Source: an optimization exercise on an open RTL-to-GDS flow (aim: small area and a short achievable clock period). Production flows keep margins and buffers that such runs may drop.
The RTL was checked by simulation tests, not by an equivalence proof against the original design.
No activity file was given, so power comes from the tool's default toggle rates.

### flow/config.mk
export PLATFORM = sky130hd
export DESIGN_NAME = pipe_core
export DESIGN_NICKNAME = pipe_core
export VERILOG_FILES = /design/flow/design.v
export SDC_FILE = /design/flow/constraint.sdc
export NUM_CORES = 8
export LEC_CHECK = 0
export CAP_MARGIN = 20
export CORE_MARGIN = 2
export CORE_UTILIZATION = 50
export CTS_CLUSTER_DIAMETER = 50
export CTS_CLUSTER_SIZE = 16
export PLACE_DENSITY = 0.62
export SLEW_MARGIN = 20
### flow/constraint.sdc
create_clock -name core_clock -period 15.0 [get_ports {clk}]
set_input_delay 3.0000 -clock core_clock [delete_from_list [all_inputs] [get_ports {clk}]]
set_output_delay 3.0000 -clock core_clock [all_outputs]
set_load 0.01 [all_outputs]
### flow/design.v
module pipe_core (
    input             clk,
    input             rst,           
    input      [1:0]  policy,        
    output     [31:0] imem_addr,
    input      [55:0] imem_rdata,
    output            dmem_re,
    output            dmem_we,
    output            dmem_wide,     
    output     [31:0] dmem_addr,
    output     [31:0] dmem_wdata,
    input      [31:0] dmem_rdata,
    input      [4:0]  dbg_reg_sel,
    output     [31:0] dbg_reg_val,
    output            halted,
    output            done,
    output     [31:0] cycle_count,
    output     [31:0] hit_count,
    output     [31:0] miss_count
);
    localparam [3:0] C_ADDI = 4'd1, C_SUB = 4'd2, C_LDW = 4'd3, C_LDB = 4'd4,
                     C_STW = 4'd5, C_STB = 4'd6, C_BZ = 4'd7, C_BGE = 4'd8,
                     C_BNE = 4'd9, C_HALT = 4'd10;
    reg [31:0] pc_q;
    reg [9:0]  ghr_q;
    reg        halted_q;
    reg [31:0] cycle_q, hit_q, miss_q;
    reg        pw_v;
    reg [9:0]  pw_idx;
    reg [1:0]  pw_d;
    reg        f_v;
    reg [3:0]  f_c;
    reg        f_wr;                     
    reg [4:0]  f_rd, f_rs1, f_rs2;
    reg [31:0] f_imm;                    
    reg        f_pt;
    reg [9:0]  f_pidx;
    reg        f_pst0;                   
    reg        d_v;
    reg [3:0]  d_c;
    reg        d_wr;
    reg [4:0]  d_rd;
    reg [31:0] d_imm;
    reg        d_pt;
    reg [9:0]  d_pidx;
    reg        d_pst0;
    reg [31:0] d_v1, d_v2;
    reg        d_r1, d_r2;
    reg        q_eqm1, q_eqm2;           
    reg        q_eqe1, q_eqe2;           
    reg        q_mfok;                   
    reg        q_efok;                   
    reg        e_v;
    reg [3:0]  e_c;
    reg        e_wr;
    reg [4:0]  e_rd;
    reg [31:0] e_alu, e_sd;
    reg        m_wr, m_halt, m_nz;
    reg [4:0]  m_rd;
    reg [31:0] m_val;
    wire [1023:0] rf_flat;
    wire [2047:0] pht_flat;
    function [31:0] rf_read;
        input [1023:0] f;
        input [4:0]    a;
        integer i;
        begin
            rf_read = 32'd0;
            for (i = 1; i < 32; i = i + 1)
                rf_read = rf_read | (f[32*i +: 32] & {32{a == i}});
        end
    endfunction
    wire done_w = halted_q && !(f_v && f_c != 4'd0) && !(d_v && d_c != 4'd0)
                  && !(e_v && e_c != 4'd0) && !m_nz;
    wire n_halted = halted_q | m_halt;
    wire fm1 = !d_r1 && q_mfok && q_eqm1;
    wire fm2 = !d_r2 && q_mfok && q_eqm2;
    wire fe1 = !d_r1 && !fm1 && q_efok && q_eqe1;
    wire fe2 = !d_r2 && !fm2 && q_efok && q_eqe2;
    wire [31:0] v1 = fm1 ? m_val : fe1 ? e_alu : d_v1;
    wire [31:0] v2 = fm2 ? m_val : fe2 ? e_alu : d_v2;
    wire r1 = d_r1 | fm1 | fe1;
    wire r2 = d_r2 | fm2 | fe2;
    wire go   = !d_v || (r1 && r2);          
    wire x_ld = (d_c == C_LDW) || (d_c == C_LDB);
    wire xw   = d_v && d_wr;
    wire is_sub = (d_c == C_SUB);
    wire [31:0] alu = is_sub ? (v1 - v2) : (v1 + d_imm);
    wire br  = d_v && (d_c == C_BZ || d_c == C_BGE || d_c == C_BNE);
    reg  taken;
    always @* begin
        case (d_c)
            C_BZ:    taken = (v1 == 32'd0);
            C_BGE:   taken = ($signed(v1) >= $signed(v2));
            default: taken = (v1 != v2);
        endcase
    end
    wire resolve = go && br;
    wire pht_we = resolve && policy[1];
    wire [1:0] d_pst = {d_pt, d_pst0};
    wire [1:0] pht_wd = taken ? ((d_pst == 2'd3) ? 2'd3 : d_pst + 2'd1)
                              : ((d_pst == 2'd0) ? 2'd0 : d_pst - 2'd1);
    wire mis = resolve && (taken != d_pt);
    wire e_ld = (e_c == C_LDW) || (e_c == C_LDB);
    assign dmem_re    = e_v && e_ld;
    assign dmem_we    = e_v && (e_c == C_STW || e_c == C_STB);
    assign dmem_wide  = (e_c == C_LDW) || (e_c == C_STW);
    assign dmem_addr  = e_alu;
    assign dmem_wdata = e_sd;
    wire [31:0] mem_val = !e_ld ? e_alu : (e_c == C_LDW) ? dmem_rdata : {24'd0, dmem_rdata[7:0]};
    wire [31:0] rf1 = (m_wr && m_rd == f_rs1) ? m_val : rf_read(rf_flat, f_rs1);
    wire [31:0] rf2 = (m_wr && m_rd == f_rs2) ? m_val : rf_read(rf_flat, f_rs2);
    wire mw = e_v && e_wr;
    wire f1_x = f_rs1 == d_rd, f1_e = f_rs1 == e_rd;
    wire f2_x = f_rs2 == d_rd, f2_e = f_rs2 == e_rd;
    wire nr1 = f_rs1 == 5'd0 || !((xw && f1_x) || (mw && f1_e));
    wire nr2 = f_rs2 == 5'd0 || !((xw && f2_x) || (mw && f2_e));
    wire [7:0]  i_op  = imem_rdata[7:0];
    wire [31:0] i_imm = imem_rdata[55:24];
    wire [3:0]  i_c   = (i_op[7:4] != 4'd0 || i_op[3:0] > 4'd10) ? 4'd11 : i_op[3:0];
    wire i_br = (i_op == 8'd7) || (i_op == 8'd8) || (i_op == 8'd9);
    wire i_rw = (i_op == 8'd1) || (i_op == 8'd2) || (i_op == 8'd3) || (i_op == 8'd4);
    wire [9:0] p_idx = (policy == 2'd3) ? ghr_q : pc_q[12:3];
    wire [1:0] p_st  = (pht_we && d_pidx == p_idx) ? pht_wd :
                       (pw_v && pw_idx == p_idx)   ? pw_d   : pht_flat[2*p_idx +: 2];
    wire p_t = (policy == 2'd1) || (policy[1] && p_st[1]);
    wire f_free = !f_v || go;
    wire fetch = !n_halted && !mis && f_free;
    wire [31:0] pc8 = pc_q + 32'd8;
    always @(posedge clk) begin
        if (rst) begin
            pc_q     <= 32'd0;
            ghr_q    <= 10'd0;
            halted_q <= 1'b0;
            cycle_q  <= 32'd0;
            hit_q    <= 32'd0;
            miss_q   <= 32'd0;
            f_v      <= 1'b0;
            d_v      <= 1'b0;
            e_v      <= 1'b0;
            e_wr     <= 1'b0;
            q_mfok   <= 1'b0;
            q_efok   <= 1'b0;
            m_wr     <= 1'b0;
            m_halt   <= 1'b0;
            m_nz     <= 1'b0;
            pw_v     <= 1'b0;
        end else begin
            pw_v     <= pht_we;
            halted_q <= n_halted;
            if (!done_w)
                cycle_q <= cycle_q + 32'd1;
            if (resolve && !mis)
                hit_q <= hit_q + 32'd1;
            if (mis)
                miss_q <= miss_q + 32'd1;
            m_wr   <= mw;
            m_halt <= e_v && e_c == C_HALT;
            m_nz   <= e_v && e_c != 4'd0;
            e_v <= go && d_v;
            if (go)
                e_wr <= xw;
            q_mfok <= mw && !(go && xw && d_rd == e_rd);
            if (go) begin
                d_v    <= f_v && !mis;
                q_efok <= xw && !x_ld;
            end
            if (fetch) begin
                f_v <= 1'b1;
                pc_q <= (i_br && p_t) ? i_imm : pc8;
                if (i_br && policy == 2'd3)
                    ghr_q <= {ghr_q[8:0], p_st[1]};
            end else if (mis) begin
                f_v <= 1'b0;
                pc_q <= d_imm;
                if (policy == 2'd3)
                    ghr_q <= {d_pidx[8:0], taken};
            end else if (go) begin
                f_v <= 1'b0;
            end
        end
    end
    always @(posedge clk) begin
        m_rd  <= e_rd;
        m_val <= mem_val;
        pw_idx <= d_pidx;
        pw_d   <= pht_wd;
        if (go) begin
            e_c   <= d_c;
            e_rd  <= d_rd;
            e_alu <= alu;
            e_sd  <= v2;
        end
        if (go) begin
            d_c    <= f_c;
            d_wr   <= f_wr;
            d_rd   <= f_rd;
            d_imm  <= f_imm;
            d_pt   <= f_pt;
            d_pidx <= f_pidx;
            d_pst0 <= f_pst0;
            d_v1   <= rf1;
            d_v2   <= rf2;
            d_r1   <= nr1;
            d_r2   <= nr2;
            q_eqm1 <= f1_e;
            q_eqm2 <= f2_e;
            q_eqe1 <= f1_x;
            q_eqe2 <= f2_x;
        end else begin
            d_v1   <= v1;
            d_v2   <= v2;
            d_r1   <= r1;
            d_r2   <= r2;
            q_eqm1 <= q_eqe1;
            q_eqm2 <= q_eqe2;
        end
        if (f_free) begin
            f_c    <= i_c;
            f_wr   <= i_rw && imem_rdata[12:8] != 5'd0;
            f_rd   <= imem_rdata[12:8];
            f_rs1  <= imem_rdata[17:13];
            f_rs2  <= imem_rdata[22:18];
            f_imm  <= (i_br && p_t) ? pc8 : i_imm;
            f_pt   <= p_t;
            f_pidx <= p_idx;
            f_pst0 <= p_st[0];
        end
    end
    wire [31:0] rf_wd  = rst ? 32'd0 : m_val;
    wire [31:0] pa, pb;                  
    wire [63:0] pht_wrow;                
    assign rf_flat[31:0] = 32'd0;
    genvar g;
    generate
        for (g = 1; g < 32; g = g + 1) begin : gen_rf
            reg [31:0] r;
            always @(posedge clk)
                if (rst || (m_wr && m_rd == g))
                    r <= rf_wd;
            assign rf_flat[32*g +: 32] = r;
        end
        for (g = 0; g < 32; g = g + 1) begin : gen_pre
            assign pa[g] = rst || (pw_v && pw_idx[4:0] == g);
            assign pb[g] = rst || (pw_idx[9:5] == g);
            assign pht_wrow[2*g +: 2] = pw_d & {2{!rst && pw_idx[9:5] == g}};
        end
        for (g = 0; g < 1024; g = g + 1) begin : gen_pht
            reg [1:0] c;
            always @(posedge clk)
                if (pa[g % 32] && pb[g / 32])
                    c <= pht_wrow[2*(g / 32) +: 2];
            assign pht_flat[2*g +: 2] = c;
        end
    endgenerate
    assign imem_addr   = pc_q;
    reg [31:0] dbg_v;
    integer dk;
    always @* begin
        dbg_v = 32'd0;
        for (dk = 0; dk < 8; dk = dk + 1)
            dbg_v = dbg_v | (rf_flat[32*(4*dk + dbg_reg_sel[1:0]) +: 32] & {32{dbg_reg_sel[4:2] == dk}});
    end
    assign dbg_reg_val = dbg_v;
    assign halted      = halted_q;
    assign done        = done_w;
    assign cycle_count = cycle_q;
    assign hit_count   = hit_q;
    assign miss_count  = miss_q;
endmodule
### flow/flow/run.sh
#!/bin/bash
# Layout flow: the standard ORFS layout (standard.sh: unchanged synthesis and
# steps; the standard flow's SDC unchanged), with
#  - the repair_timing setup margin raised, so the optimiser keeps working on
#    paths well inside the 15 ns clock;
#  - clock tree synthesis without dummy loads, leaf buffers clkbuf_8 (same sink
#    clustering as config.mk);
#  - one extra step between global and detailed routing (flow/eco.tcl): the gates
#    that drive the dbg_reg_val output buffers are sized up and those buffers made
#    plain buffers (the dbg_reg_sel -> dbg_reg_val path is the critical one), then
#    placement is legalised and global routing updated incrementally.
# Each tool's full output goes to a log here: make_grt.log, eco.log, make_finish.log
# (ORFS's own step logs stay under orfs/logs).
set -euo pipefail
CTS="CTS_ARGS=-sink_clustering_enable -repair_clock_nets -sink_clustering_size 16 -sink_clustering_max_diameter 50 -dont_use_dummy_load -sink_clustering_buffer sky130_fd_sc_hd__clkbuf_8"
bash standard.sh SETUP_SLACK_MARGIN=8 "$CTS" grt > make_grt.log 2>&1
openroad -no_init -exit flow/eco.tcl > eco.log 2>&1
bash standard.sh SETUP_SLACK_MARGIN=8 "$CTS" finish > make_finish.log 2>&1
### flow/flow/eco.tcl
# ECO on the global-routed layout, between ORFS's grt and route steps.
set R orfs/results/sky130hd/pipe_core/base
set P $::env(FLOW_HOME)/platforms/sky130hd
read_liberty $P/lib/sky130_fd_sc_hd__tt_025C_1v80.lib
read_db $R/5_1_grt.odb
read_sdc $R/5_1_grt.sdc
source $P/setRC.tcl
set_global_routing_layer_adjustment met1-met5 0.2
set_routing_layers -clock met3-met5
set_routing_layers -signal met1-met5
set_propagated_clock [all_clocks]
estimate_parasitics -global_routing
set ws0 [worst_slack -max]
puts "ECO: worst setup slack before $ws0"

# the next larger drive of a cell (x1 -> x4, else x2), or ""
proc bigger {m} {
  if {![regexp {^(sky130_fd_sc_hd__\w+?)_(\d+)$} $m -> base drv]} { return "" }
  foreach d {4 2} {
    if {$d > $drv && [[ord::get_db] findMaster "${base}_$d"] ne "NULL"} { return "${base}_$d" }
  }
  return ""
}

global_route -start_incremental
set block [ord::get_db_block]
foreach port [get_ports {dbg_reg_val[*]}] {
  set net [$block findNet [get_full_name $port]]
  set buf ""
  foreach it [$net getITerms] { if {[$it isOutputSignal]} { set buf [$it getInst] } }
  if {$buf eq ""} continue
  set in ""
  foreach it [$buf getITerms] { if {[$it isInputSignal]} { set in [$it getNet] } }
  set drv ""
  if {$in ne ""} { foreach it [$in getITerms] { if {[$it isOutputSignal]} { set drv [$it getInst] } } }
  if {$drv ne "" && ![string match "*df*" [[$drv getMaster] getName]]} {
    set n [bigger [[$drv getMaster] getName]]
    if {$n ne ""} { puts "ECO: [$drv getName] [[$drv getMaster] getName] -> $n"; replace_cell [$drv getName] $n }
  }
  set m [[$buf getMaster] getName]
  if {![regexp {__buf_(4|6|8|12|16)$} $m]} { puts "ECO: [$buf getName] $m -> buf_4"; replace_cell [$buf getName] sky130_fd_sc_hd__buf_4 }
}
detailed_placement
global_route -end_incremental
estimate_parasitics -global_routing
set ws1 [worst_slack -max]
puts "ECO: worst setup slack after $ws1"
check_placement
if {$ws1 > $ws0} {
  write_db $R/5_1_grt.odb
  puts "ECO: written"
} else {
  puts "ECO: no gain, layout left as it was"
}
### flow/standard.sh
#!/bin/bash
# synth_recipe.tcl (not shown) runs the flow's synth.tcl, then flattens the netlist and writes it again
# the make line also repeats each setting of config.mk as NAME=value (left out here)
make -C /OpenROAD-flow-scripts/flow DESIGN_CONFIG=/design/flow/config.mk WORK_HOME=/design/flow/orfs CLKGATE_MAP_FILE= SYNTH_SCRIPT=/design/flow/synth_recipe.tcl "${@:-finish}"
==> flow_summary.json, run 1 <==
{
  "crit_path_max_fanout": 6,
  "core_sq_um": 315000,
  "syn_nets": 12852,
  "worstSetupStartpointType": "input pin",
  "via_per_inst": 7.50,
  "io-pin-count": 326,
  "synthDistinctLibCells": 109,
  "multiInputGateArea_sq_um": 54700,
  "status": "no timing/DRC/antenna violations",
  "place_hpwl_microns": 392000,
  "finalSetupViolations": 0,
  "reg2reg_to": "miss_q[24]",
  "drive_gt1_share_pct": 15.7,
  "num_rows": 206,
  "synth_edf_count": 3233,
  "grtUsageTotal_pct": 43.6,
  "async_reset_ff_share_pct": 0,
  "grt_max_degree": 114,
  "fmax_mhz": 126,
  "synth_top_area_share_pct": 61.3,
  "hp-start": "f_imm[6]",
  "via_count": 130312,
  "gp_congestion": 1.01,
  "start_util_pct": 50.3,
  "clock_skew_ns": 0.120,
  "fin_crit_sh_pct": 53.0,
  "area_growth_pct": 15.1,
  "max_stage_delay_ns": 0.49,
  "drt_wl_total_microns": 733000,
  "crit_type": "in2out",
  "die_x_microns": 567,
  "numCtsBuffers": 391,
  "port_buffers": 324,
  "finalCriticalPeriod_ns": 7.95,
  "dieArea_sq_um": 321000,
  "wl_per_cell_microns": 42.2,
  "synth_area_leaders": "edfxtp_1 (61%), nor2_1 (3.8%), mux4_2 (3.8%)",
  "ant_nets": 0,
  "cp_slowest_cell": "mux4_2",
  "clk_latency_ns": 0.99,
  "antenna_found_initial": 66,
  "tns_ns": 0,
  "drv_cap": 0,
  "fillerInstances": 25278,
  "nets": 13326,
  "synthCells": 12686,
  "cts_tree": "built",
  "grt_setup_unrepaired": "yes",
  "peakVddDrop_mv": 0.124,
  "drcViolationCount": 0,
  "grt_remaining_overflow": 0,
  "endpoint_kind": "primary output",
  "ys.warnings.count": 1,
  "place_ws_ns": 4.40,
  "synth_ff_type": "edfxtp_1",
  "regToRegSetupSlack_ns": 8.45,
  "rr_startpoint": "q_mfok",
  "hold_path_end": "d_imm[6]",
  "synthesis.area_sq_um": 158000,
  "relSlewSlack_pct": 9.78,
  "drv_slew": 0,
  "cts_num_sinks": 3499,
  "drt_pass1_iterations": 14,
  "path_cells": "buf_16, buf_6, buf_6, buf_16, buf_12, buf_4, mux4_2, a22oi_1, nand4_4, buf_4",
  "seq_area_sq_um": 102000,
  "reg2regPathDepth": 19,
  "grt_pass1_vias": 120774,
  "worst_hold_path_type": "reg2reg",
  "die_height_microns": 567,
  "p_leak_nw": 62.7,
  "ys_ff_latch": 3499,
  "seq_area_frac_synth_pct": 64.7,
  "power-per-cell-area_nw_per_um2": 124,
  "cp_data_required_time_ns": 12.00,
  "avgSynthCellArea_sq_um": 12.5,
  "clockRootBuffer": "clkbuf_16",
  "worst_pin_slew_ns": 1.35,
  "htree_levels": 5,
  "hold_viol_final": 0,
  "hold_depth": 0,
  "arrival_ns": 4.95,
  "synth_top_cell_by_area": "edfxtp_1",
  "grt_pass1_wl_microns": 976000,
  "clk_pin_slew_worst_paths_ns": 0.08,
  "worst_slack_ns": 7.05,
  "drt_iter0_drc": 28063,
  "cts_max_path_buffers": 4
}
power by group:
part / switching (mW) / internal, mW / total, mW
clock: 3.34 / 2.54 / 5.88
combinational: 2.64 / 1.46 / 4.09
sequential: 0.955 / 11.7 / 12.7
total: 6.93 / 15.7 / 22.7
synth_stat cells (66+ instances only):
master    number
a211oi_1     149
a21oi_1      325
a221oi_1     205
a22o_1       224
a22oi_1      664
a311oi_1     222
a31oi_1       87
and3_1       159
buf_1         84
buf_2        139
clkbuf_1     787
dfxtp_1      266
edfxtp_1    3233
ha_1          67
inv_1         81
mux2_2        66
mux2i_1      201
mux4_2       264
nand2_1     1419
nand3_1      836
nand4_1      219
nor2_1      1613
nor3_1       107
o21ai_0      231
o22ai_1       70
xnor2_1      113
xor2_1        97
layout make-up:
cell class	instances	area share, %
sequential	3499	56.2
multi-input combinational	8050	30.0
timing repair buffer	1120	7.32
antenna	62	0.0852
timing repair inverter	11	0.0852
tap	4160	2.86
inverter	87	0.233
clock buffer	391	3.18
timing repair:
action	CTS	global route
resized for setup	527	183
pin swaps	67	78
hold buffers	0	0
endpoints found under the setup margin	99	111
cloned	76	29
buffers inserted	117	136
cells in the final DEF, fill, tap and decap left out, types with 64 or more instances in the layout:
cell             instances
a22o_1                 223
clkbuf_8               354
buf_4                  540
o22ai_1                 64
nor2_1                1491
nand3_1                829
nor2_4                  98
buf_16                  78
nand4_1                187
dfxtp_1                265
a22oi_2                 71
a221oi_1               202
a21oi_1                292
inv_1                   78
clkdlybuf4s50_1        284
and3_1                 156
nor3_1                 102
o21ai_0                224
xor2_1                  97
nand2_1               1411
mux4_2                 264
a222oi_1                64
xnor2_1                113
ha_1                    67
mux2i_1                198
a311oi_1               218
edfxtp_1              3233
a22oi_1                594
buf_12                  89
a211oi_1               140
layer usage:
layer  routed length (microns)  share of wire, %  up-vias  global-route usage [%]
met2                    305000                42    13058                    62.2
li1                          -                 -    49782                       -
met4                     70700               9.6       41                    32.3
met1                    239000                33    63630                    53.4
met3                    118000                16     3801                    17.4
met5                       506             0.069        -                   0.640
cell families (layout without fill, tap and decap cells):
family,Yosys count,in the layout,synth area share [%]
other,0,62,0
DFF,3499,3499,64.7
adders and majority gates,70,70,0.561
AOI/OAI and AO/OA,2584,2585,12.1
and+or+nand+nor,4640,4644,12.9
xor gates and xnor gates,210,210,1.16
muxes,540,541,5.58
buffers and inverters,1143,1609,2.96
state kept, by name (all words and copies together), names as in the netlist, 32 cells and up:
signal and cells:
f_imm 32, d_v2 32, e_sd 32, d_imm 32, gen_rf.r 992, hit_q 32, e_alu 32, miss_q 32
d_v1 32, pc_q 32, gen_pht.c 2048, cycle_q 32, m_val 32
critical path, delay by kind of cell:
kind,cells,cell delay (ns)
and+or+nand+nor,1,0.18
buffers and inverters,7,0.93
muxes,1,0.49
AOI/OAI and AO/OA,1,0.31
worst max-delay path by stage:
stage                         from         endpoint  slack (ns)  cells past startpoint
finish              dbg_reg_sel[0]   dbg_reg_val[6]        7.05                     10
global route        dbg_reg_sel[1]   dbg_reg_val[7]        6.90                      9
CTS                 dbg_reg_sel[0]   dbg_reg_val[1]        7.11                      6
detailed placement       policy[1]         pc_q[24]        4.40                     18
global placement         policy[1]         f_imm[2]        4.49                     17
floorplan           dbg_reg_sel[0]  dbg_reg_val[31]        7.72                      6
per-stage QoR:
stage | power [mW] | cell area [sq um] | std cells | util [%] | hold slack [ns]
after global placement | 16.2 | 168000 | 16558 | 53.2 | 0.401
after floorplan | 14.3 | 159000 | 12686 | - | 0.369
after global routing | 23.0 | 182000 | 17333 | 57.6 | 0.404
after detailed placement | 16.3 | 168000 | 16565 | 53.3 | 0.405
final | 22.7 | 182000 | 17380 | 57.8 | 0.402
after CTS | 22.2 | 178000 | 17149 | 56.7 | 0.394
==> inputs of run 2 (changes only) <==
--- a/flow/flow/run.sh
+++ b/flow/flow/run.sh
@@ -9,6 +9,9 @@
 #    that drive the dbg_reg_val output buffers are sized up and those buffers made
 #    plain buffers (the dbg_reg_sel -> dbg_reg_val path is the critical one), then
-#    placement is legalised and global routing updated incrementally.
-# Each tool's full output goes to a log here: make_grt.log, eco.log, make_finish.log
+#    placement is legalised and global routing updated incrementally; then a second
+#    session (flow/eco_rm.tcl) removes single-load buffer chains on those paths.
+# Each ECO session writes the layout back only if the worst slack improves.
+# Each tool's full output goes to a log here: make_grt.log, eco.log, eco_rm.log,
+# make_finish.log
 # (ORFS's own step logs stay under orfs/logs).
 set -euo pipefail
@@ -16,3 +19,4 @@
 bash standard.sh SETUP_SLACK_MARGIN=8 "$CTS" grt > make_grt.log 2>&1
 openroad -no_init -exit flow/eco.tcl > eco.log 2>&1
+openroad -no_init -exit flow/eco_rm.tcl > eco_rm.log 2>&1
 bash standard.sh SETUP_SLACK_MARGIN=8 "$CTS" finish > make_finish.log 2>&1
==> flow/flow/eco_rm.tcl (new file) <==
# Second ECO session on the global-routed layout (after flow/eco.tcl): buffers
# that feed a single pin on a dbg_reg_val output's worst path (chains left by the
# repair step) are removed; then placement is legalised and global routing
# updated incrementally. The layout is written back only if timing improves.
set R orfs/results/sky130hd/pipe_core/base
set P $::env(FLOW_HOME)/platforms/sky130hd
read_liberty $P/lib/sky130_fd_sc_hd__tt_025C_1v80.lib
read_db $R/5_1_grt.odb
read_sdc $R/5_1_grt.sdc
source $P/setRC.tcl
set_global_routing_layer_adjustment met1-met5 0.2
set_routing_layers -clock met3-met5
set_routing_layers -signal met1-met5
set_propagated_clock [all_clocks]
estimate_parasitics -global_routing
set ws0 [worst_slack -max]
puts "ECO2: worst setup slack before $ws0"
global_route -start_incremental
set rm {}
foreach port [get_ports {dbg_reg_val[*]}] {
  set path [lindex [find_timing_paths -to $port -path_delay max] 0]
  foreach ref [get_property $path points] {
    set pin [get_property $ref pin]
    if {[get_property $pin direction] ne "output"} continue
    if {[catch {set inst [get_cells -of_objects $pin]}]} continue
    set name [get_full_name $inst]
    if {![regexp {^(rebuffer|place|clone|split)} $name]} continue
    if {![regexp {buf} [get_property [get_lib_cells -of_objects $inst] name]]} continue
    set loads [get_pins -of_objects [get_nets -of_objects $pin] -filter "direction==input"]
    if {[llength $loads] == 1 && [lsearch $rm $name] < 0} { lappend rm $name }
  }
}
puts "ECO2: removing [llength $rm] buffers: $rm"
if {[llength $rm]} { remove_buffers {*}$rm }
detailed_placement
global_route -end_incremental
estimate_parasitics -global_routing
set ws1 [worst_slack -max]
puts "ECO2: worst setup slack after $ws1"
check_placement
if {$ws1 > $ws0} {
  write_db $R/5_1_grt.odb
  puts "ECO2: written"
} else {
  puts "ECO2: no gain, layout left as it was"
}
==> run 2 against run 1 <==
Critical path depth decreased by 1. Cell area fell by 0.11%. Utilization shrank 0.066 points. Sequential share of layout area rose by 0.064 points. Fmax increased by 0.64%. Routed wire length is essentially flat. Synthesized cell count stayed put. Highest routed layer unchanged.
==> flow_summary.json, run 2 <==
{
  "status": "no timing/DRC/antenna violations",
  "hold_viol_final": 0,
  "cts_num_sinks": 3499,
  "worstSetupStartpointType": "input pin",
  "drive_gt1_share_pct": 15.6,
  "num_rows": 206,
  "reg_top3": "gen_pht.c: 2048 flops, gen_rf.r: 992 flops",
  "max_stage_delay_ns": 0.49,
  "synth_top_area_share_pct": 61.3,
  "grt_max_degree": 114,
  "clk_latency_ns": 0.99,
  "holdWs_ns": 0.393,
  "grt_setup_unrepaired": "yes",
  "synth_edf_count": 3233,
  "area_growth_pct": 14.9,
  "tns_ns": 0,
  "grt_pass1_wl_microns": 976000,
  "htree_levels": 5,
  "syn_nets": 12852,
  "endpoint_kind": "primary output",
  "regMostFlops": "gen_pht.c",
  "clock_skew_ns": 0.122,
  "port_buffers": 324,
  "final_common_cell": "edfxtp_1",
  "seq_area_sq_um": 102000,
  "cpLargestDelayFamily": "buffers and inverters",
  "clockRootBuffer": "clkbuf_16",
  "dieArea_sq_um": 321000,
  "io-pin-count": 326,
  "drv_cap": 0,
  "synth_top_cell_by_area": "edfxtp_1",
  "synthDistinctLibCells": 109,
  "drt_iter0_drc": 27970,
  "p_leak_nw": 62.6,
  "grt_remaining_overflow": 0,
  "drt_wl_total_microns": 733000,
  "synthesis.area_sq_um": 158000,
  "cts_tree": "built",
  "synthCells": 12686,
  "largest_register_ffs": 2048,
  "wl_per_cell_microns": 42.3,
  "finalCriticalPeriod_ns": 7.89,
  "nets": 13303,
  "numCtsBuffers": 391,
  "grt_pass1_vias": 120774,
  "avgSynthCellArea_sq_um": 12.5,
  "cp_slowest_cell": "mux4_2",
  "cp_num_buf_inv": 6,
  "synth_area_leaders": "edfxtp_1 (61%), nor2_1 (3.8%), mux4_2 (3.8%)",
  "seq_area_frac_synth_pct": 64.7,
  "design_area_sq_um": 182000,
  "ys_ff_latch": 3499,
  "core_sq_um": 315000,
  "crit_path_max_fanout": 8,
  "cp_data_required_time_ns": 12.00,
  "via_per_inst": 7.51,
  "place_hpwl_microns": 392000,
  "ys.warnings.count": 1,
  "arrival_ns": 4.89,
  "power-per-cell-area_nw_per_um2": 125,
  "worst_slack_ns": 7.11,
  "fmax_mhz": 127,
  "dpl_cell_area_sq_um": 168000,
  "relSlewSlack_pct": 8.17,
  "drv_slew": 0,
  "cts_max_path_buffers": 4,
  "peakVddDrop_mv": 0.124,
  "crit_type": "in2out",
  "drt_pass1_iterations": 13,
  "path_cells": "buf_16, buf_8, buf_12, buf_16, buf_4, mux4_2, a22oi_1, nand4_4, buf_4",
  "synth_ff_type": "edfxtp_1",
  "drcViolationCount": 0,
  "grtUsageTotal_pct": 43.6,
  "async_reset_ff_share_pct": 0,
  "fillerInstances": 25274,
  "place_ws_ns": 4.40,
  "netlist_top_cells_count": "edfxtp_1 (3233), nor2_1 (1613), nand2_1 (1419), nand3_1 (836), clkbuf_1 (787)",
  "fin_crit_sh_pct": 52.6,
  "finalSetupViolations": 0,
  "die_x_microns": 567,
  "worst_hold_path_type": "reg2reg",
  "die_height_microns": 567,
  "power_mw": 22.7,
  "gp_congestion": 1.01,
  "via_count": 130400,
  "yosysMostFrequentCell": "edfxtp_1",
  "worst_pin_slew_ns": 1.38,
  "layout_common_cells": "edfxtp_1 (3233), nor2_1 (1491), nand2_1 (1411)",
  "clk_pin_slew_worst_paths_ns": 0.09,
  "multiInputGateArea_sq_um": 54700,
  "start_util_pct": 50.3,
  "antenna_found_initial": 66,
  "ant_nets": 0
}
run 2: cell counts after synthesis:
No cell type changed its count.
run 2: cells by family after synthesis:
group | Yosys count | synth area share (%)
AOI/OAI and AO/OA | 2584 | 12.1
xor gates and xnor gates | 210 | 1.16
adders and majority gates | 70 | 0.561
buffers and inverters | 1143 | 2.96
DFF | 3499 | 64.7
muxes | 540 | 5.58
and+or+nand+nor | 4640 | 12.9
run 2: power breakdown:
group | internal [mW] | total, mW | leakage (nW) | switching (mW)
Sequential | 11.7 | 12.7 | 34.3 | 0.954
Combinational | 1.45 | 4.09 | 25.2 | 2.64
Clock | 2.54 | 5.87 | 3.00 | 3.33
Total | 15.7 | 22.7 | 62.6 | 6.93
run 2: path summary, 6_finish.rpt:
check	from	slack, ns	end	cells past startpoint
worst max-delay path	dbg_reg_sel[0]	7.11	dbg_reg_val[19]	9
worst min-delay path	f_imm[6]	0.39	d_imm[6]	0
worst max register to register	q_mfok	8.41	miss_q[24]	19
worst min register to register	f_imm[6]	0.39	d_imm[6]	0
run 2: area by class of cell:
type                       instances  area share (%)
sequential                      3499            56.3
clock buffer                     391            3.19
timing repair inverter            11          0.0853
antenna                           60          0.0825
inverter                          87           0.233
tap                             4160            2.86
multi-input combinational       8050            30.1
timing repair buffer            1097            7.21
run 2: metrics by stage:
stage / std cells / util [%]
2_1_floorplan: 12686 / -
3_3_place_gp: 16558 / 53.2
3_5_place_dp: 16565 / 53.3
4_1_cts: 17149 / 56.7
5_1_grt: 17333 / 57.6
6_report: 17355 / 57.8
run 2: worst register-to-register path: stages, from the launching register on:
cell	delay (ns)
dfxtp_1	0.35
a21oi_1	0.27
nor2b_4	0.19
buf_4	0.52
mux2i_1	0.18
a21oi_1	0.47
inv_1	0.12
ha_1	0.41
nand4_1	0.20
or4_1	0.54
o32ai_1	0.31
nor3_1	0.10
a21boi_2	0.38
nor4_1	0.16
nor3b_4	0.23
buf_4	0.46
nand4_2	0.31
or4_1	0.75
or3_1	0.44
a21oi_1	0.17
run 2: what timing repair did:
| item | CTS | global route |
|---|---|---|
| gates cloned | 76 | 29 |
| resized for setup | 527 | 183 |
| endpoints found under the setup margin | 99 | 111 |
| hold buffers | 0 | 0 |
| pin swaps | 67 | 78 |
| buffers inserted | 117 | 136 |
run 2: routing by layer:
layer / track usage [%] / up-vias / part of all wire, %
met4: 32.3 / 33 / 9.8
li1: - / 49743 / -
met2: 62.2 / 13113 / 41
met5: 0.640 / - / 0.062
met1: 53.4 / 63656 / 32
met3: 17.4 / 3855 / 16
==> inputs of run 3 (changes only) <==
--- a/flow/config.mk
+++ b/flow/config.mk
@@ -8,7 +8,7 @@
 export CAP_MARGIN = 20
 export CORE_MARGIN = 2
-export CORE_UTILIZATION = 50
+export CORE_UTILIZATION = 55
 export CTS_CLUSTER_DIAMETER = 50
 export CTS_CLUSTER_SIZE = 16
-export PLACE_DENSITY = 0.62
+export PLACE_DENSITY = 0.66
 export SLEW_MARGIN = 20
==> run 3 against run 2 <==
Still clean. First-iteration DRC count decreased by 1.8%. Setup slack improved by 0.057 ns. Global-route usage rose by 4.4 points. Synthesized cell count unchanged. Routed wire length decreased by 1.7%. Register-to-register slack got worse by 0.04 ns. Critical path depth is 5 higher. Cell count is 2.7% lower. Fmax up 0.73%. Via count grew 0.21%. Non-clock buffer count shrank 64. Largest power group unchanged. Highest routed layer unchanged.
==> flow_summary.json, run 3 <==
{
  "synth_top_cell_by_area": "edfxtp_1",
  "die_x_microns": 540,
  "ant_nets": 0,
  "ys_ff_latch": 3499,
  "grt_remaining_overflow": 0,
  "regToRegSetupSlack_ns": 8.37,
  "relSlewSlack_pct": 3.48,
  "via_count": 130674,
  "drive_gt1_share_pct": 15.1,
  "io-pin-count": 326,
  "wl_per_cell_microns": 42.7,
  "reg2reg_to": "miss_q[20]",
  "syn_nets": 12852,
  "power_mw": 22.5,
  "worstSetupStartpointType": "input pin",
  "crit_type": "in2out",
  "drcViolationCount": 0,
  "nets": 13231,
  "synthesis.area_sq_um": 158000,
  "final_common_cell": "edfxtp_1",
  "netlist_top_cells_count": "edfxtp_1 (3233), nor2_1 (1613), nand2_1 (1419), nand3_1 (836), clkbuf_1 (787)",
  "worst_hold_path_type": "reg2reg",
  "drt_wl_total_microns": 721000,
  "grt_setup_unrepaired": "yes",
  "clockRootBuffer": "clkbuf_16",
  "num_rows": 196,
  "core_sq_um": 286000,
  "clk_latency_ns": 0.98,
  "place_hpwl_microns": 374000,
  "power-per-cell-area_nw_per_um2": 125,
  "grt_pass1_vias": 122103,
  "clk_pin_slew_worst_paths_ns": 0.07,
  "placed_cells": 16133,
  "hp-start": "f_imm[25]",
  "cpLargestDelayFamily": "buffers and inverters",
  "peakVddDrop_mv": 0.0899,
  "synth_edf_count": 3233,
  "fmax_mhz": 128,
  "tns_ns": 0,
  "drt_pass1_iterations": 15,
  "ys.warnings.count": 1,
  "hold_path_end": "d_imm[25]",
  "synth_area_leaders": "edfxtp_1 (61%), nor2_1 (3.8%), mux4_2 (3.8%)",
  "cp_num_buf_inv": 9,
  "grt_max_degree": 99,
  "p_leak_nw": 62.2,
  "max_stage_delay_ns": 0.16,
  "post-route-util_pct": 63.2,
  "reg2regPathDepth": 19,
  "cts_num_sinks": 3499,
  "cp_slowest_cell": "buf_12",
  "port_buffers": 324,
  "area_growth_pct": 14.1,
  "hold_depth": 0,
  "die_height_microns": 540,
  "numCtsBuffers": 378,
  "finalSetupViolations": 0,
  "synthDistinctLibCells": 109,
  "synthCells": 12686,
  "synth_top_area_share_pct": 61.3,
  "grtUsageTotal_pct": 48.0,
  "regMostFlops": "gen_pht.c",
  "largest_register_ffs": 2048,
  "reg_top3": "gen_pht.c: 2048 flops, gen_rf.r: 992 flops",
  "cts_hold_buffers": 0,
  "yosysMostFrequentCell": "edfxtp_1",
  "worst_slack_ns": 7.16,
  "status": "no timing/DRC/antenna violations",
  "antenna_found_initial": 67,
  "drt_iter0_drc": 27471,
  "cp_data_required_time_ns": 12.00,
  "grt_pass1_wl_microns": 974000,
  "finalNonFillerCells": 16888,
  "drv_cap": 0,
  "drv_slew": 0,
  "seq_area_frac_synth_pct": 64.7,
  "path_cells": "buf_16, buf_12, nor2b_4, buf_4, buf_6, buf_6, buf_12, buf_4, buf_6, a22oi_2, nor2_2, a21oi_2, nand4_4, buf_4",
  "cts_max_path_buffers": 4,
  "endpoint_kind": "primary output",
  "gp_congestion": 1.02,
  "via_per_inst": 7.74,
  "finalCriticalPeriod_ns": 7.84,
  "place_ws_ns": 4.15,
  "crit_path_max_fanout": 7,
  "fin_crit_sh_pct": 52.3,
  "synth_ff_type": "edfxtp_1",
  "worst_pin_slew_ns": 1.45,
  "layout_common_cells": "edfxtp_1 (3233), nor2_1 (1485), nand2_1 (1413)",
  "rr_startpoint": "q_mfok",
  "clock_skew_ns": 0.110,
  "avgSynthCellArea_sq_um": 12.5,
  "arrival_ns": 4.84,
  "hold_viol_final": 0,
  "dieArea_sq_um": 292000,
  "htree_levels": 5,
  "start_util_pct": 55.4,
  "async_reset_ff_share_pct": 0,
  "cts_tree": "built"
}
==> run 3: power by group <==
part / leakage [nW] / internal, mW / switching [mW] / total (mW)
clock: 2.91 / 2.47 / 3.30 / 5.77
sequential: 34.3 / 11.7 / 0.947 / 12.7
combinational: 24.9 / 1.44 / 2.61 / 4.05
total: 62.2 / 15.6 / 6.86 / 22.5
==> run 3: cell families after synthesis <==
family / after synthesis / synth area share (%)
AO/OA/AOI/OAI: 2584 / 12.1
buffers and inverters: 1143 / 2.96
AND/OR/NAND/NOR: 4640 / 12.9
multiplexers: 540 / 5.58
flip-flops: 3499 / 64.7
XOR/XNOR: 210 / 1.16
adder cells (fa/ha/maj): 70 / 0.561
==> run 3: worst register-to-register path: stages, from the launching register on <==
cell and delay [ns]:
dfxtp_1 0.35, nand2_1 0.06, buf_4 0.38, nand3_1 0.28, o22a_1 0.25, o22ai_1 0.36, inv_1 0.18, ha_1 0.45
nand4_1 0.22, or4_1 0.59, o32ai_1 0.32, nor3_1 0.14, a21boi_2 0.38, nor4_1 0.15, nor3b_4 0.52, buf_6 0.34
nand4_2 0.27, or4_1 0.73, or3_1 0.42, a21oi_1 0.14
==> run 3: through the flow <==
stage / area [sq um] / hold WS, ns
global placement: 167000 / 0.401
floorplan: 159000 / 0.369
finish: 181000 / 0.397
CTS: 178000 / 0.390
detailed placement: 167000 / 0.388
global route: 180000 / 0.400
==> run 3: routing by layer <==
| metal | global-route usage (%) | wire length, microns | up-vias |
|---|---|---|---|
| met5 | 1.07 | 557 | - |
| met4 | 38.7 | 75300 | 34 |
| met3 | 20.9 | 124000 | 4031 |
| met2 | 66.8 | 294000 | 13933 |
| met1 | 58.0 | 227000 | 63054 |
| li1 | - | - | 49622 |
==> run 3: worst max-delay path by stage <==
| stage | from | to | slack [ns] | cells after the start |
|---|---|---|---|---|
| finish | dbg_reg_sel[1] | dbg_reg_val[29] | 7.16 | 14 |
| global route | dbg_reg_sel[0] | dbg_reg_val[2] | 6.98 | 7 |
| CTS | dbg_reg_sel[0] | dbg_reg_val[1] | 7.13 | 6 |
| detailed placement | policy[1] | pc_q[24] | 4.15 | 16 |
| global placement | policy[1] | pc_q[24] | 4.21 | 16 |
| floorplan | dbg_reg_sel[0] | dbg_reg_val[31] | 7.72 | 6 |
==> run 3: timing repair <==
action                                  in CTS  in global routing
buffers inserted                           138                 59
resized for setup                          483                180
endpoints found under the setup margin      99                112
gates cloned                                99                 14
pin swaps                                   80                 87
==> run 3: area by class of cell <==
class / instances / area (sq um)
Clock buffer: 378 / 5620
Timing Repair inverter: 11 / 140
Multi-Input combinational cell: 8055 / 54800
Timing Repair Buffer: 1033 / 12400
Antenna cell: 63 / 158
Inverter: 87 / 400
Fill cell: 21445 / 105000
Sequential cell: 3499 / 102000
Tap cell: 3762 / 4710
==> inputs of run 4 (changes only) <==
--- a/flow/flow/run.sh
+++ b/flow/flow/run.sh
@@ -4,6 +4,5 @@
 #  - the repair_timing setup margin raised, so the optimiser keeps working on
 #    paths well inside the 15 ns clock;
-#  - clock tree synthesis without dummy loads, leaf buffers clkbuf_8 (same sink
-#    clustering as config.mk);
+#  - clock tree synthesis without dummy loads (same sink clustering as config.mk);
 #  - one extra step between global and detailed routing (flow/eco.tcl): the gates
 #    that drive the dbg_reg_val output buffers are sized up and those buffers made
@@ -16,5 +15,5 @@
 # (ORFS's own step logs stay under orfs/logs).
 set -euo pipefail
-CTS="CTS_ARGS=-sink_clustering_enable -repair_clock_nets -sink_clustering_size 16 -sink_clustering_max_diameter 50 -dont_use_dummy_load -sink_clustering_buffer sky130_fd_sc_hd__clkbuf_8"
+CTS="CTS_ARGS=-sink_clustering_enable -repair_clock_nets -sink_clustering_size 20 -sink_clustering_max_diameter 60 -dont_use_dummy_load"
 bash standard.sh SETUP_SLACK_MARGIN=8 "$CTS" grt > make_grt.log 2>&1
 openroad -no_init -exit flow/eco.tcl > eco.log 2>&1
--- a/flow/config.mk
+++ b/flow/config.mk
@@ -9,6 +9,6 @@
 export CORE_MARGIN = 2
 export CORE_UTILIZATION = 55
-export CTS_CLUSTER_DIAMETER = 50
-export CTS_CLUSTER_SIZE = 16
+export CTS_CLUSTER_DIAMETER = 60
+export CTS_CLUSTER_SIZE = 20
 export PLACE_DENSITY = 0.66
 export SLEW_MARGIN = 20
==> run 4 against run 3 <==
Routed wire length shrank 0.81%. Combinational power shrank 1%. Largest power group unchanged. Sequential power is essentially flat. Critical path depth shrank 5. Non-clock buffer count shrank 57. Critical endpoint is now dbg_reg_val[25]. First-iteration DRC count grew 1.3%. Fmax is essentially flat. Sequential share of layout area shrank 0.12 points.
==> flow_summary.json, run 4 <==
{
  "yosysMostFrequentCell": "edfxtp_1",
  "numCtsBuffers": 267,
  "wl_met2_microns": 293000,
  "hold_depth": 0,
  "htree_levels": 5,
  "max_stage_delay_ns": 0.49,
  "fmax_mhz": 127,
  "arrival_ns": 4.85,
  "fillerInstances": 21272,
  "power_mw": 23.2,
  "startpoint": "dbg_reg_sel[0]",
  "worst_hold_path_type": "reg2reg",
  "seq_area_frac_synth_pct": 64.7,
  "maxUsedRoutingLayer": "met5",
  "ant_nets": 0,
  "cts_hold_buffers": 0,
  "antenna_found_initial": 63,
  "power-per-cell-area_nw_per_um2": 128,
  "hold_viol_final": 0,
  "rr_startpoint": "q_mfok",
  "clockRootBuffer": "clkbuf_16",
  "place_hpwl_microns": 374000,
  "crit_path_max_fanout": 7,
  "gp_congestion": 1.02,
  "regMostFlops": "gen_pht.c",
  "io-pin-count": 326,
  "relSlewSlack_pct": 5.12,
  "p_leak_nw": 62.1,
  "drt_pass1_iterations": 14,
  "clock_skew_ns": 0.104,
  "syn_nets": 12852,
  "dr_wl_met3_microns": 121000,
  "cp-endpoint": "dbg_reg_val[25]",
  "cp_data_required_time_ns": 12.00,
  "cts_max_path_buffers": 4,
  "fin_crit_sh_pct": 52.3,
  "synth_top_cell_by_area": "edfxtp_1",
  "peakVddDrop_mv": 0.101,
  "die_height_microns": 540,
  "async_reset_ff_share_pct": 0,
  "wl_met1_microns": 225000,
  "grtUsageTotal_pct": 47.8,
  "cts_tree": "built",
  "cp_slowest_cell": "mux4_2",
  "final_common_cell": "edfxtp_1",
  "avgSynthCellArea_sq_um": 12.5,
  "tns_ns": 0,
  "layout_common_cells": "edfxtp_1 (3233), nor2_1 (1493), nand2_1 (1413)",
  "finalCriticalPeriod_ns": 7.85,
  "reg2regPathDepth": 19,
  "ys.warnings.count": 1,
  "cts_num_sinks": 3499,
  "clk_pin_slew_worst_paths_ns": 0.08,
  "grt_max_degree": 99,
  "area_growth_pct": 14.4,
  "core_sq_um": 286000,
  "crit_type": "in2out",
  "grt_setup_unrepaired": "yes",
  "status": "no timing/DRC/antenna violations",
  "synth_ff_type": "edfxtp_1",
  "reg2reg_to": "miss_q[20]",
  "regToRegSetupSlack_ns": 8.43,
  "nets": 13062,
  "worstSetupStartpointType": "input pin",
  "ys_ff_latch": 3499,
  "port_buffers": 324,
  "finalSetupViolations": 0,
  "drt_wl_total_microns": 715000,
  "grt_pass1_vias": 120698,
  "worst_pin_slew_ns": 1.42,
  "via_per_inst": 7.79,
  "path_cells": "buf_16, buf_6, buf_12, buf_16, buf_12, mux4_2, a21oi_1, nand4_4, buf_4",
  "drv_cap": 0,
  "die_x_microns": 540,
  "via_count": 130364,
  "synthesis.area_sq_um": 158000,
  "synthDistinctLibCells": 109,
  "drt_iter0_drc": 27821,
  "grt_pass1_wl_microns": 969000,
  "grt_remaining_overflow": 0,
  "post-route-util_pct": 63.4,
  "dieArea_sq_um": 292000,
  "drcViolationCount": 0,
  "reg_top3": "gen_pht.c: 2048 flops, gen_rf.r: 992 flops",
  "synth_top_area_share_pct": 61.3,
  "start_util_pct": 55.4,
  "synth_area_leaders": "edfxtp_1 (61%), nor2_1 (3.8%), mux4_2 (3.8%)",
  "endpoint_kind": "primary output",
  "seq_area_sq_um": 102000,
  "synth_edf_count": 3233,
  "num_rows": 196,
  "largest_register_ffs": 2048,
  "synthCells": 12686,
  "netlist_top_cells_count": "edfxtp_1 (3233), nor2_1 (1613), nand2_1 (1419), nand3_1 (836), clkbuf_1 (787)",
  "clk_latency_ns": 0.96,
  "drive_gt1_share_pct": 14.1,
  "drv_slew": 0,
  "wl_per_cell_microns": 42.7,
  "multiInputGateArea_sq_um": 54700
}
run 4: cell counts after synthesis:
No cell type changed its count.
run 4: kinds of logic (layout without fill, tap and decap cells):
kind of cell    Yosys count  count (layout)  synth area share, %
xor+xnor                210             210                 1.16
simple gates           4640            4648                 12.9
fa+ha+maj                70              70                0.561
compound gates         2584            2585                 12.1
flops                  3499            3499                 64.7
mux                     540             540                 5.58
buf+inv                1143            1342                 2.96
other cells               0              78                    0
run 4: timing repair:
action,4_1_cts,5_1_grt
endpoints found under the setup margin,99,111
endpoints found under the hold margin,0,0
resized for setup,513,149
gates cloned,98,6
pin swaps,88,71
buffers inserted,119,53
run 4: where the power goes:
part / leakage [nW] / total, mW / internal, mW / switching [mW]
registers: 34.3 / 12.7 / 11.7 / 0.951
logic: 24.5 / 4.01 / 1.41 / 2.60
clock network: 3.29 / 6.47 / 3.15 / 3.32
total: 62.1 / 23.2 / 16.3 / 6.87
run 4: critical path, delay by kind of cell:
kind                   cells  cell delay (ns)
AND/OR/NAND/NOR            1             0.19
AO/OA/AOI/OAI              1             0.31
multiplexers               1             0.49
buffers and inverters      6             0.82
run 4: metrics by stage:
stage	setup WS (ns)	std cells	hold WS, ns	cell area (sq um)
after global routing	6.96	16698	0.400	181000
after CTS	7.12	16617	0.400	179000
final	7.15	16734	0.398	181000
after detailed placement	4.15	16133	0.388	167000
after floorplan	7.72	12686	0.369	159000
after global placement	4.21	16131	0.401	167000
run 4: worst min-delay path by stage:
stage              start   endpoint  slack (ns)
6_report       f_pidx[6]  d_pidx[6]        0.40
5_1_grt         f_imm[6]   d_imm[6]        0.40
4_1_cts         f_imm[6]   d_imm[6]        0.40
3_5_place_dp   d_pidx[9]  pw_idx[9]        0.39
3_3_place_gp   f_pidx[4]  d_pidx[4]        0.40
2_1_floorplan  d_pidx[9]  pw_idx[9]        0.37
run 4: layer usage:
| metal | vias to the layer above | track usage (%) |
|---|---|---|
| met3 | 4189 | 20.2 |
| li1 | 49368 | - |
| met4 | 26 | 38.5 |
| met5 | - | 1.35 |
| met2 | 13797 | 66.8 |
| met1 | 62984 | 57.9 |
run 4: area by class of cell:
class	instances	share of cell area, %
Inverter	87	0.221
Timing Repair Buffer	976	6.46
Clock buffer	267	3.69
Tap cell	3762	2.60
Timing Repair inverter	12	0.115
Antenna cell	78	0.108
Multi-Input combinational cell	8053	30.2
Sequential cell	3499	56.6

[what the ideal ports hide]
The results above use ideal ports. As a check the final layouts listed here were re-extracted and re-timed, cells and wires unchanged.
Step 1, drivers: a clkbuf_16 drives clk and a buf_2 each remaining input, both assumed.
Step 2 also shifts input and output timing later by t, the mid clock arrival at the registers, as if the neighbouring blocks saw the same clock.
a / b / c = ideal ports / drivers / drivers and shift; a / b = the first two.
run | shift t [ns] | slack for setup (ns) | worst hold slack (ns) | latest minus earliest clock arrival (ns)
run 1 | 1.038 | 7.055 / 6.697 / 6.697 | 0.402 / 0.402 / 0.402 | 0.136 / 0.136
run 2 | 1.036 | 7.105 / 6.746 / 6.746 | 0.393 / 0.393 / 0.393 | 0.138 / 0.139
run 3 | 1.047 | 7.162 / 6.712 / 6.712 | 0.397 / 0.397 / 0.397 | 0.118 / 0.118
run 4 | 1.041 | 7.155 / 6.765 / 6.765 | 0.398 / 0.398 / 0.398 | 0.125 / 0.124
After both steps every run listed still meets setup and hold. For run 3, which loses most, drivers alone change the setup slack by -0.450 ns; drivers and shift together by -0.450 ns.
